Background: an optimization exercise with open tools, aiming at small area, a short achievable clock period and few clock cycles. Do not read the settings as production practice.
At most, simulation tests tie the RTL to the original design; equivalence was not proved.
Power figures rest on the tool's default switching activity, not on a simulated workload.

sierra:
==> flow/design.v (excerpt) <==
module hid_rx (
    input  wire        clk,
    input  wire        rst,
    input  wire        in_valid,
    output wire        in_ready,
    input  wire [1:0]  in_class,      
    input  wire [7:0]  in_len,
    input  wire [63:0] in_data,       
    input  wire        hs_we,
    input  wire [2:0]  hs_id,
    input  wire        hs_en,
    output reg         res_valid,
    output reg  [7:0]  res_code,
    output reg  [47:0] res_data,
    output reg         ev_valid,
    input  wire        ev_ready,
    output reg  [2:0]  ev_id,
    output reg         ev_t,
    output reg         ev_deliver,
    output reg  [7:0]  kbd_lastkey,
    output reg         kbd_pressed,
    output reg  [15:0] ptr_x,
    output reg  [15:0] ptr_y,
    output reg         ptr_primary,
    output reg  [9:0]  btn_prev,
    output reg  [2:0]  drop_flags     
);
make LEC_CHECK=0 CAP_MARGIN=20 CORE_MARGIN=2 CORE_UTILIZATION=40 SETUP_SLACK_MARGIN=1.6 SLEW_MARGIN=20 finish   # period 4.5 ns
run.sh (not shown) runs the stock make flow with config.mk's settings and CLKGATE_MAP_FILE= SYNTH_SCRIPT=/design/flow/synth_recipe.tcl, a recipe that flattens the netlist after the stock synthesis.
Having completed the whole flow, sierra delivered a layout that passed the timing, design-rule and antenna checks.
For tundra, these inputs were changed with respect to sierra:
- swapping 1.6 for 2.2 in SETUP_SLACK_MARGIN
Notes after the runs:
- In tundra the number of global-route vias before repair turned out about 3% higher than in sierra.
- Re number of buffers inserted for hold repair after clock tree synthesis: no difference whatsoever between tundra and sierra.
- tundra vs sierra: critical path depth down
- For sierra, the most common cell after layout, fill and taps aside was sky130_fd_sc_hd__dfxtp_1, unlike tundra, where it was sky130_fd_sc_hd__nand2_1.
- sierra -> tundra: XOR/XNOR share of the synthesized area delta 0, exact match
- Length of routed met3 wiring ends up lower on tundra.
Here is what was changed in the inputs of quartz compared with tundra.
==> flow/flow/run.sh (new file) <==
#!/bin/bash
# The standard layout, with plain buf_1 cells as the port buffers
# (the resizer sizes them up where timing needs it).
set -euo pipefail
export BUFFER_PORTS_ARGS="-buffer_cell sky130_fd_sc_hd__buf_1"
bash standard.sh > standard_flow.log 2>&1
==> flow/standard.sh (new file) <==
#!/bin/bash
# synth_recipe.tcl (not shown) runs the flow's synth.tcl, then flattens the netlist and writes it again
# the make line also repeats each setting of config.mk as NAME=value (left out here)
make -C /OpenROAD-flow-scripts/flow DESIGN_CONFIG=/design/flow/config.mk WORK_HOME=/design/flow/orfs CLKGATE_MAP_FILE= SYNTH_SCRIPT=/design/flow/synth_recipe.tcl "${@:-finish}"
removed: flow/run.sh
==> results.txt <==
Per the comparison of quartz with tundra, number of DRC violations after detailed routing held steady; logic depth of the worst setup path including buffers grew by 3; count of flip-flops with a built-in enable after synthesis held steady. quartz | status: complete | timing, DRC, antenna: pass. Compare tundra and quartz | reported leakage power lower: quartz. Comparing tundra against quartz, there is no change at all in antenna diode count. Compared to tundra, quartz has core utilization 2.5 points lower.
--- input diff quartz..nickel ---
- changing CORE_UTILIZATION from 40 to 60
Results
~same clock skew in nickel and quartz
From quartz to nickel the numbers moved as follows: starting utilization of the core area increased by 20 points relative to the old numbers, critical-path maximum fanout went down by 3.
nickel against quartz; count of clock buffers in the final design is down by more than 10%.
Function was not checked in any run of this note: the RTL went through the layout flow alone.


build 25:
hid_rx, a different RTL version from the one above (not shown whole).
Size in the first run: about 200 I/O pins.
## hid_rx
module hid_rx (
    input  wire        clk,
    input  wire        rst,
    input  wire        in_valid,
    output wire        in_ready,
    input  wire [1:0]  in_class,      
    input  wire [7:0]  in_len,
    input  wire [63:0] in_data,       
    input  wire        hs_we,
    input  wire [2:0]  hs_id,
    input  wire        hs_en,
    output reg         res_valid,
    output reg  [7:0]  res_code,
    output reg  [47:0] res_data,
    output reg         ev_valid,
    input  wire        ev_ready,
    output reg  [2:0]  ev_id,
    output reg         ev_t,
    output reg         ev_deliver,
    output reg  [7:0]  kbd_lastkey,
    output reg         kbd_pressed,
    output reg  [15:0] ptr_x,
    output reg  [15:0] ptr_y,
    output reg         ptr_primary,
    output reg  [9:0]  btn_prev,
    output reg  [2:0]  drop_flags     
);
export LEC_CHECK = 0
export CAP_MARGIN = 20
export CORE_MARGIN = 2
export CORE_UTILIZATION = 60
export SETUP_SLACK_MARGIN = 2.2
export SLEW_MARGIN = 20
create_clock -name core_clock -period 4.5 [get_ports {clk}]
standard.sh (not shown) runs the stock make flow with config.mk's settings and CLKGATE_MAP_FILE= SYNTH_SCRIPT=/design/flow/synth_recipe.tcl, a recipe that flattens the netlist after the stock synthesis.
==> flow/flow/run.sh <==
#!/bin/bash
# The standard layout, with plain buf_1 cells as the port buffers
# (the resizer sizes them up where timing needs it).
set -euo pipefail
export BUFFER_PORTS_ARGS="-buffer_cell sky130_fd_sc_hd__buf_1"
bash standard.sh > standard_flow.log 2>&1
Looking at the reports, build 25 completed the entire flow and the layout it produced met the timing, design-rule and antenna checks.
Testbench counts of build 25, summed over its fixed seeds: cycles 16,385.
## Diff of input files: build 69 against build 25
-- flow/config.mk --
<<< build 25, line 9
export CORE_MARGIN = 2
export CORE_UTILIZATION = 60
export SETUP_SLACK_MARGIN = 2.2
export SLEW_MARGIN = 20
>>> build 69, line 9
export CORE_MARGIN = 2
export CORE_UTILIZATION = 60
export SETUP_SLACK_MARGIN = 2.5
export SLEW_MARGIN = 20
export TNS_END_PERCENT = 20
--- outcome ---
NOTE wire length on met1 build 25->build 69 increased by a little under 10%. Simple-gate portion of the synthesized area: build 69 vs build 25 identical. Changes observed in build 69 relative to build 25: wire length rose by about 4.6%; met2 routing resource usage after global routing +2.2 points. Min global-route usage across build 69 and build 25: build 25. No run among build 69 and build 25 stopped early or left any final violation; all are clean. Cmp build 69 and build 25 / setup slack / higher: build 25. Relative to build 25, the final-layout fill cell count of build 69 is lower by 105. Build 69 against build 25: initial DRC count fell 8.5%; switching power share of the total rose 0.59 points. Delta (build 69 minus build 25): reported net switching power went up about 1.7%, total design power -0.50%.
diff inputs: build 69 => build 53
-- flow/config.mk --
<<< build 69, line 9
export CORE_MARGIN = 2
export CORE_UTILIZATION = 60
export SETUP_SLACK_MARGIN = 2.5
export SLEW_MARGIN = 20
export TNS_END_PERCENT = 20
>>> build 53, line 9
export CORE_MARGIN = 2
export CORE_UTILIZATION = 60
export CTS_BUF_LIST = sky130_fd_sc_hd__clkbuf_8
export CTS_CLUSTER_SIZE = 30
export SETUP_SLACK_MARGIN = 2.2
export SLEW_MARGIN = 20
export TNS_END_PERCENT = 20
## What came out
The flow did not stop early for build 53: all stages ran, and the layout cleared the timing, design-rule and antenna checks.
Async set-reset flop share out of synthesis came out exactly the same in build 53 and build 69.
Setup WNS build 69 -> build 53: better
Measured against each other, build 53 and build 69 differ in fmax, the higher figure coming from build 53.


hid_rx, a different RTL version from the one above (not shown whole).
For scale: roughly 2,100 cells after synthesis, about 200 I/O pins.
Design hid_rx, start of the top module:
module hid_rx (
    input  wire        clk,
    input  wire        rst,
    input  wire        in_valid,
    output wire        in_ready,
    input  wire [1:0]  in_class,      
    input  wire [7:0]  in_len,
    input  wire [63:0] in_data,       
    input  wire        hs_we,
    input  wire [2:0]  hs_id,
    input  wire        hs_en,
    output reg         res_valid,
    output reg  [7:0]  res_code,
    output reg  [47:0] res_data,
    output reg         ev_valid,
    input  wire        ev_ready,
    output reg  [2:0]  ev_id,
    output reg         ev_t,
    output reg         ev_deliver,
    output reg  [7:0]  kbd_lastkey,
    output reg         kbd_pressed,
    output reg  [15:0] ptr_x,
    output reg  [15:0] ptr_y,
    output reg         ptr_primary,
    output reg  [9:0]  btn_prev,
    output reg  [2:0]  drop_flags     
);
export LEC_CHECK = 0
export ABC_AREA = 1
export CAP_MARGIN = 20
export CORE_MARGIN = 2
export CORE_UTILIZATION = 55
export SETUP_SLACK_MARGIN = 2.2
export SLEW_MARGIN = 20
export TNS_END_PERCENT = 20
create_clock -name core_clock -period 4.5 [get_ports {clk}]
==> flow/flow/run.sh <==
#!/bin/bash
# The standard layout, with plain buf_1 cells as the port buffers; after
# global placement the input-port buffers (which drive the decode logic) are
# resized up (flow/inbuf.tcl). The resizer sizes any of them further where
# timing needs it.
set -euo pipefail
export BUFFER_PORTS_ARGS="-buffer_cell sky130_fd_sc_hd__buf_1"
export POST_GLOBAL_PLACE_TCL="$PWD/flow/inbuf.tcl"
bash standard.sh > standard_flow.log 2>&1
==> flow/flow/inbuf.tcl <==
# Resize the buffers that buffer_ports put on the input ports.
set block [ord::get_db_block]
set n 0
foreach bterm [$block getBTerms] {
  if {[$bterm getIoType] != "INPUT"} { continue }
  set net [$bterm getNet]
  if {$net == "NULL"} { continue }
  foreach iterm [$net getITerms] {
    set inst [$iterm getInst]
    if {[[$inst getMaster] getName] == "sky130_fd_sc_hd__buf_1"} {
      replace_cell [$inst getName] sky130_fd_sc_hd__buf_2
      incr n
    }
  }
}
puts "inbuf.tcl: resized $n input-port buffers to sky130_fd_sc_hd__buf_2"
The starting point finished clean.
Testbench counts at the start, summed over its fixed seeds: cycles 16,185.
Next try:
==> flow/flow/run.sh (replaced) <==
#!/bin/bash
# The standard layout, with plain buf_1 cells as the port buffers
# (the resizer sizes them up where timing needs it).
set -euo pipefail
export BUFFER_PORTS_ARGS="-buffer_cell sky130_fd_sc_hd__buf_1"
bash standard.sh > standard_flow.log 2>&1
- ABC_AREA: 1 -> default
- CORE_UTILIZATION: 55 -> 60
removed: flow/flow/inbuf.tcl
Effect: Wire length drops by 2.3%. Sequential power is about the same. Power shrinks by about 2.6%. Count of clock-buffer cells in the layout climbs by 9. Critical path depth shrinks by 1.


== red ==
RTL: one of the versions met above, not the one the previous note started from.
For scale: ~1,900 cells after synthesis, roughly 290 flip-flops, about 200 I/O pins, ~16,000 um2 of cells after synthesis.
==> flow/config.mk <==
export PLATFORM = sky130hd
export DESIGN_NAME = hid_rx
export DESIGN_NICKNAME = hid_rx
export VERILOG_FILES = /design/flow/design.v
export SDC_FILE = /design/flow/constraint.sdc
export NUM_CORES = 4
export LEC_CHECK = 0
export CAP_MARGIN = 20
export CORE_MARGIN = 2
export CORE_UTILIZATION = 60
export SETUP_SLACK_MARGIN = 2.2
export SLEW_MARGIN = 20
export TNS_END_PERCENT = 20
==> flow/constraint.sdc <==
create_clock -name core_clock -period 4.5 [get_ports {clk}]
set_input_delay 0.9000 -clock core_clock [delete_from_list [all_inputs] [get_ports {clk}]]
set_output_delay 0.9000 -clock core_clock [all_outputs]
set_load 0.01 [all_outputs]
==> flow/flow/run.sh <==
#!/bin/bash
# The standard layout, with plain buf_1 cells as the port buffers
# (the resizer sizes them up where timing needs it).
set -euo pipefail
export BUFFER_PORTS_ARGS="-buffer_cell sky130_fd_sc_hd__buf_1"
bash standard.sh > standard_flow.log 2>&1
Testbench counts of red, summed over its fixed seeds: cycles 16,385.
Relative to red, the following input files were edited for blue:
Settings: changing SETUP_SLACK_MARGIN from 2.2 to 2.0.
--- outcome ---
- Result: PASS for each of red and blue
- Summary of blue over red: worst-case vdd ir drop lower; detailed route wirelength on metal2 lower.
- Compared with red, in blue cell area reported after detailed placement down 54 um2, total power down about 1.5%.
- Summary: with red as the reference, cell count in blue moved down slightly.


hid_rx with an RTL version that a note above also has.
Size in the first run: about 1800 cells after synthesis, about 280 flip-flops, ~200 I/O pins, roughly 15000 sq um of cells after synthesis.
Settings: LEC_CHECK=0, CAP_MARGIN=20, CORE_MARGIN=2, CORE_UTILIZATION=55, SETUP_SLACK_MARGIN=2.3, SLEW_MARGIN=20, TNS_END_PERCENT=20; clock period 4.5 ns.
Scripts as last shown in full above: flow/flow/run.sh
Testbench counts at the start, summed over its fixed seeds: cycles 16,185.
Edit:
Settings changed: ABC_AREA set to 1, SETUP_SLACK_MARGIN 2.3 to 2.2.
Result: The changed run finished with timing, DRC and antenna clean; register-to-register slack improved by 0.17 ns; final area is lower by 2.7%; clock power fell by about 5%; first-iteration DRC count decreases by 16%; via count is higher by about 7%; setup slack improves by 0.079 ns; global-route usage drops by 0.46 points; hold slack loses 0.013 ns; area after synthesis went up by about 0.8%; sequential cell count is unchanged.
Edit:
==> flow/flow/run.sh (replaced) <==
#!/bin/bash
# The standard layout, with plain buf_1 cells as the port buffers; after
# global placement the input-port buffers (which drive the decode logic) are
# resized up (flow/inbuf.tcl). The resizer sizes any of them further where
# timing needs it.
set -euo pipefail
export BUFFER_PORTS_ARGS="-buffer_cell sky130_fd_sc_hd__buf_1"
export POST_GLOBAL_PLACE_TCL="$PWD/flow/inbuf.tcl"
bash standard.sh > standard_flow.log 2>&1
==> flow/flow/inbuf.tcl (new file) <==
# Resize the buffers that buffer_ports put on the input ports.
set block [ord::get_db_block]
set n 0
foreach bterm [$block getBTerms] {
  if {[$bterm getIoType] != "INPUT"} { continue }
  set net [$bterm getNet]
  if {$net == "NULL"} { continue }
  foreach iterm [$net getITerms] {
    set inst [$iterm getInst]
    if {[[$inst getMaster] getName] == "sky130_fd_sc_hd__buf_1"} {
      replace_cell [$inst getName] sky130_fd_sc_hd__buf_4
      incr n
    }
  }
}
puts "inbuf.tcl: resized $n input-port buffers to sky130_fd_sc_hd__buf_4"
Outcome:
- The new run ran to the end with no violations
- wire length is higher by 1.7%
- fmax rose by 3.6%
- final cell count stays the same
- sequential share of layout area decreases by 0.55 points
- total power rises by 2.9%
- worst setup slack improves by 0.081 ns
Edit:
Settings changed: CORE_UTILIZATION 55 to 60.
Cell count fell by 1.8%.
Setup slack degrades by 0.019 ns.
Critical path depth goes down by 2.
Final area falls by 0.64%.
Clock-buffer cell count increases by 1.
Clock power is lower by 8.5%.
Wire length decreases by 0.74%.
Edit:
Settings changed: CORE_UTILIZATION 60 to 55, SETUP_SLACK_MARGIN 2.2 to 2.3.
Die area went up by a little under a tenth.
Register-to-register slack improved by 0.07 ns.
Sequential share of layout area went down by 0.63 points.
Sequential power barely changes.
Hold slack barely changes.
Synthesized area stays the same.
Clock power went up by about a fifth.
Core utilization went down by 5.3 points.
Total power went up by a few percent.
Clock-buffer cell count stays the same.
Cell count went up by a few percent.

re-timing with driven ports:
Ports are ideal in the flow. The routed layouts listed here were re-timed in OpenROAD.
Step 1 assumes that a clkbuf_16 drives the clock port and a buf_2 every other input.
Step 2, shift: input delay + t, output delay - t, t = (earliest + latest rising clock arrival at the registers) / 2. This alone moves slack from input paths to output paths.
a / b / c = ideal ports / drivers / drivers and shift; a / b = the first two.
| run | shift t [ns] | setup slack, ns | pins driven straight from the clock port |
|---|---|---|---|
| sierra | 0.646 | 1.691 / 1.717 / 1.071 | 1 |
| tundra | 0.635 | 2.085 / 2.099 / 1.481 | 1 |
| quartz | 0.617 | 2.041 / 2.059 / 1.441 | 1 |
| nickel | 0.586 | 2.088 / 2.116 / 1.530 | 1 |
| build 25 | 0.592 | 2.116 / 2.116 / 1.623 | 1 |
| build 69 | 0.592 | 2.071 / 2.071 / 1.731 | 1 |
| build 53 | 0.597 | 2.080 / 2.051 / 1.453 | 1 |
| the first run of note 3 | 0.587 | 2.242 / 2.243 / 1.684 | 1 |
| the second run of note 3 | 0.581 | 2.023 / 2.023 / 1.552 | 1 |
| red | 0.614 | 2.114 / 2.114 / 1.539 | 1 |
| blue | 0.586 | 1.985 / 1.985 / 1.475 | 1 |
| the first run of note 5 | 0.609 | 2.090 / 2.090 / 1.615 | 1 |
| the second run of note 5 | 0.580 | 2.170 / 2.190 / 1.610 | 1 |
| the third run of note 5 | 0.585 | 2.250 / 2.265 / 1.681 | 1 |
| the fourth run of note 5 | 0.587 | 2.231 / 2.233 / 1.664 | 1 |
| the fifth run of note 5 | 0.595 | 2.242 / 2.257 / 1.662 | 1 |
After both steps setup and hold are still met in every run listed. The setup slack of build 53, which loses most, moves by -0.029 ns with the drivers and by -0.627 ns with both steps.
